From an optimization exercise on the open Yosys and OpenROAD flow, aimed at small area and a short achievable clock period; shortcuts taken in it are not production practice. The RTL was checked by simulation tests, not by an equivalence proof against the original design. No activity file was given, so power comes from the tool's default toggle rates.

Design rdm630_core, start of the top module:
module rdm630_core (
    input  wire         clk,
    input  wire         rst,         
    input  wire         rx_valid,
    input  wire [7:0]   rx_data,
    output wire         rx_ready,
    input  wire         eval,
    output wire         res_valid,
    output wire [1:0]   res,
    output wire         fvalid,
    output wire [111:0] frame,
    output wire         xst,
    output wire [39:0]  card,
    output wire [7:0]   csum,
    output wire [7:0]   p6
);
For scale: ~190 I/O pins, about 0.0086 mm² of cells after synthesis.
clock: 10.0 ns
lec_check: 0
cap_margin: 20
core_margin: 2
core_utilization: 60
cts_buf_list: sky130_fd_sc_hd__clkbuf_16
cts_cluster_diameter: 80
cts_cluster_size: 30
place_density: 0.8
setup_slack_margin: 5
slew_margin: 20
synth_hierarchical: 1
synth_minimum_keep_size: 0
standard.sh (not shown) runs the stock make flow with config.mk's settings and CLKGATE_MAP_FILE= SYNTH_SCRIPT=/design/flow/synth_recipe.tcl, a recipe that flattens the netlist after the stock synthesis.
==> flow/flow/run.sh <==
#!/bin/bash
set -euo pipefail
bash standard.sh \
    "SYNTH_SCRIPT=$PWD/flow/my_synth.tcl" \
    "BUFFER_PORTS_ARGS=-buffer_cell sky130_fd_sc_hd__buf_1" \
    SETUP_SLACK_MARGIN=5.35 \
    finish > flow_make.log 2>&1
==> flow/flow/hand_cells.v <==
// Hand-mapped sky130hd netlists for the two small modules on the design's
// input-to-output path (rdm630_mark, rdm630_res). They implement exactly the
// RTL modules of the same names; my_synth.tcl puts them in place of ABC's
// mapping of those modules.

// mark_n = !(d[7:1] == 7'b0000001)
module rdm630_mark (d, mark_n);
    input  [7:1] d;
    output       mark_n;
    wire a, b, c;
    sky130_fd_sc_hd__nor2_1  u_a (.A(d[7]), .B(d[6]), .Y(a));
    sky130_fd_sc_hd__nor2_1  u_b (.A(d[5]), .B(d[4]), .Y(b));
    sky130_fd_sc_hd__nor3b_1 u_c (.A(d[3]), .B(d[2]), .C_N(d[1]), .Y(c));
    sky130_fd_sc_hd__nand3_1 u_m (.A(a), .B(b), .C(c), .Y(mark_n));
endmodule

// res = mark_n ? (rx_valid ? pn : r0) : (rx_valid ? (d0 ? pe : ps) : r0)
module rdm630_res (rx_valid, mark_n, d0, r0, pn, pe, ps, res);
    input        rx_valid, mark_n, d0;
    input  [1:0] r0, pn, pe, ps;
    output [1:0] res;
    wire         vn;
    wire   [1:0] t, r0n, a, b, mn, nn;
    sky130_fd_sc_hd__inv_1 u_vn (.A(rx_valid), .Y(vn));
    genvar i;
    generate
        for (i = 0; i < 2; i = i + 1) begin : g_bit
            // t = !(d0 ? pe : ps)
            sky130_fd_sc_hd__mux2i_1 u_t   (.A0(ps[i]), .A1(pe[i]), .S(d0), .Y(t[i]));
            sky130_fd_sc_hd__inv_1   u_r0n (.A(r0[i]), .Y(r0n[i]));
            // mn = rx_valid ? t : !r0 = !(rx_valid ? (d0 ? pe : ps) : r0)
            sky130_fd_sc_hd__nand2_1 u_a   (.A(rx_valid), .B(t[i]), .Y(a[i]));
            sky130_fd_sc_hd__nand2_1 u_b   (.A(vn), .B(r0n[i]), .Y(b[i]));
            sky130_fd_sc_hd__nand2_1 u_m   (.A(a[i]), .B(b[i]), .Y(mn[i]));
            // nn = !(rx_valid ? pn : r0)
            sky130_fd_sc_hd__mux2i_1 u_n   (.A0(r0[i]), .A1(pn[i]), .S(rx_valid), .Y(nn[i]));
            // res = !(mark_n ? nn : mn)
            sky130_fd_sc_hd__mux2i_1 u_r   (.A0(mn[i]), .A1(nn[i]), .S(mark_n), .Y(res[i]));
        end
    endgenerate
endmodule
Other scripts of this flow, unchanged in this note and not shown: flow/flow/my_synth.tcl
==> next run, changes <==
--- a/flow/flow/run.sh
+++ b/flow/flow/run.sh
@@ -5,0 +6 @@
+    "PRE_IO_PLACEMENT_TCL=$PWD/flow/io.tcl" \
==> flow/flow/io.tcl (new file) <==
# Pin placement constraint: the ports on the input-to-output paths (the
# byte input, the strobes and reset, and the outputs combinational in
# them) are kept together on one stretch of the left edge, so that those
# paths need no long wires.
set_io_pin_constraint -region left:30-90 -pin_names {
  rx_valid rx_data[0] rx_data[1] rx_data[2] rx_data[3] rx_data[4]
  rx_data[5] rx_data[6] rx_data[7] eval rst
  res[0] res[1] res_valid rx_ready
}
Wire length came out higher by 3.5%.
Cell count hardly moves.
Total power increases by 4.8%.
Die area is unchanged.
Worst setup slack improved by 0.015 ns.
Via count goes down by 2.1%.
Clock-buffer cell count rose by 2.
Non-clock buffer count drops by 1.
Design area went up by 0.99%.
==> next run, changes <==
--- a/flow/flow/run.sh
+++ b/flow/flow/run.sh
@@ -6,2 +6 @@
-    "PRE_IO_PLACEMENT_TCL=$PWD/flow/io.tcl" \
-    SETUP_SLACK_MARGIN=5.35 \
+    SETUP_SLACK_MARGIN=5.15 \
==> flow/flow/hand_cells.v (replaced) <==
// Hand-mapped sky130hd netlists for the two small modules on the design's
// input-to-output path (rdm630_mark, rdm630_res). They implement exactly the
// RTL modules of the same names; my_synth.tcl puts them in place of ABC's
// mapping of those modules.

// mark_n = !(d[7:1] == 7'b0000001)
module rdm630_mark (d, mark_n);
    input  [7:1] d;
    output       mark_n;
    wire a, b, c;
    sky130_fd_sc_hd__nor2_1  u_a (.A(d[7]), .B(d[6]), .Y(a));
    sky130_fd_sc_hd__nor2_1  u_b (.A(d[5]), .B(d[4]), .Y(b));
    sky130_fd_sc_hd__nor3b_1 u_c (.A(d[3]), .B(d[2]), .C_N(d[1]), .Y(c));
    sky130_fd_sc_hd__nand3_1 u_m (.A(a), .B(b), .C(c), .Y(mark_n));
endmodule

// res = mark_n ? (rx_valid ? pn : r0) : (rx_valid ? (d0 ? pe : ps) : r0)
module rdm630_res (rx_valid, mark_n, d0, r0, pn, pe, ps, res);
    input        rx_valid, mark_n, d0;
    input  [1:0] r0, pn, pe, ps;
    output [1:0] res;
    wire   [1:0] xs, xn, yn;
    sky130_fd_sc_hd__mux2_1  u_x0_0 (.A0(ps[0]), .A1(pe[0]), .S(d0), .X(xs[0]));
    sky130_fd_sc_hd__mux2_1  u_x0_1 (.A0(ps[1]), .A1(pe[1]), .S(d0), .X(xs[1]));
    sky130_fd_sc_hd__mux2i_1 u_x1_0 (.A0(r0[0]), .A1(xs[0]), .S(rx_valid), .Y(xn[0]));
    sky130_fd_sc_hd__mux2i_1 u_x1_1 (.A0(r0[1]), .A1(xs[1]), .S(rx_valid), .Y(xn[1]));
    sky130_fd_sc_hd__mux2i_1 u_y_0  (.A0(r0[0]), .A1(pn[0]), .S(rx_valid), .Y(yn[0]));
    sky130_fd_sc_hd__mux2i_1 u_y_1  (.A0(r0[1]), .A1(pn[1]), .S(rx_valid), .Y(yn[1]));
    sky130_fd_sc_hd__mux2i_1 u_r_0  (.A0(xn[0]), .A1(yn[0]), .S(mark_n), .Y(res[0]));
    sky130_fd_sc_hd__mux2i_1 u_r_1  (.A0(xn[1]), .A1(yn[1]), .S(mark_n), .Y(res[1]));
endmodule
removed: flow/flow/io.tcl
The changed run passed the timing, DRC and antenna checks.
Area after synthesis is about the same.
Clock power decreases by about 6.4%.
Cell area decreases by 1.1%.
Critical path depth does not change.
Sequential share of layout area increases by 0.62 points.
Final cell count decreases by about 1%.
Hold slack improved by 0.014 ns.
Worst setup slack got worse by 0.077 ns.
Via count increases by about 0.54%.

-- separate check: timing with driven ports --
The results above use ideal ports. As a check the final layouts listed here were re-extracted and re-timed, cells and wires unchanged. Step 1 assumes that a clkbuf_16 drives the clock port and a buf_2 every other input. Step 2 adds t to the input delays and takes it off the output delays; t is the mean of the earliest and latest rising clock arrival at the registers after step 1. Input paths then give back, and output paths get back, about the clock's delay inside the block. a / b / c = ideal ports / drivers / drivers and shift; a / b = the first two.
run | t, ns | setup slack, ns | worst setup path after step 2 | latest minus earliest clock arrival (ns)
the first run | 0.490 | 5.263 / 5.216 / 5.059 | input to register | 0.017 / 0.016
the second run | 0.504 | 5.279 / 5.231 / 5.027 | input to register | 0.024 / 0.025
the third run | 0.489 | 5.202 / 5.163 / 5.163 | input to output | 0.009 / 0.010
After both steps every run listed still meets setup and hold. For the second run, which loses most, drivers alone change the setup slack by -0.048 ns; drivers and shift together by -0.252 ns.
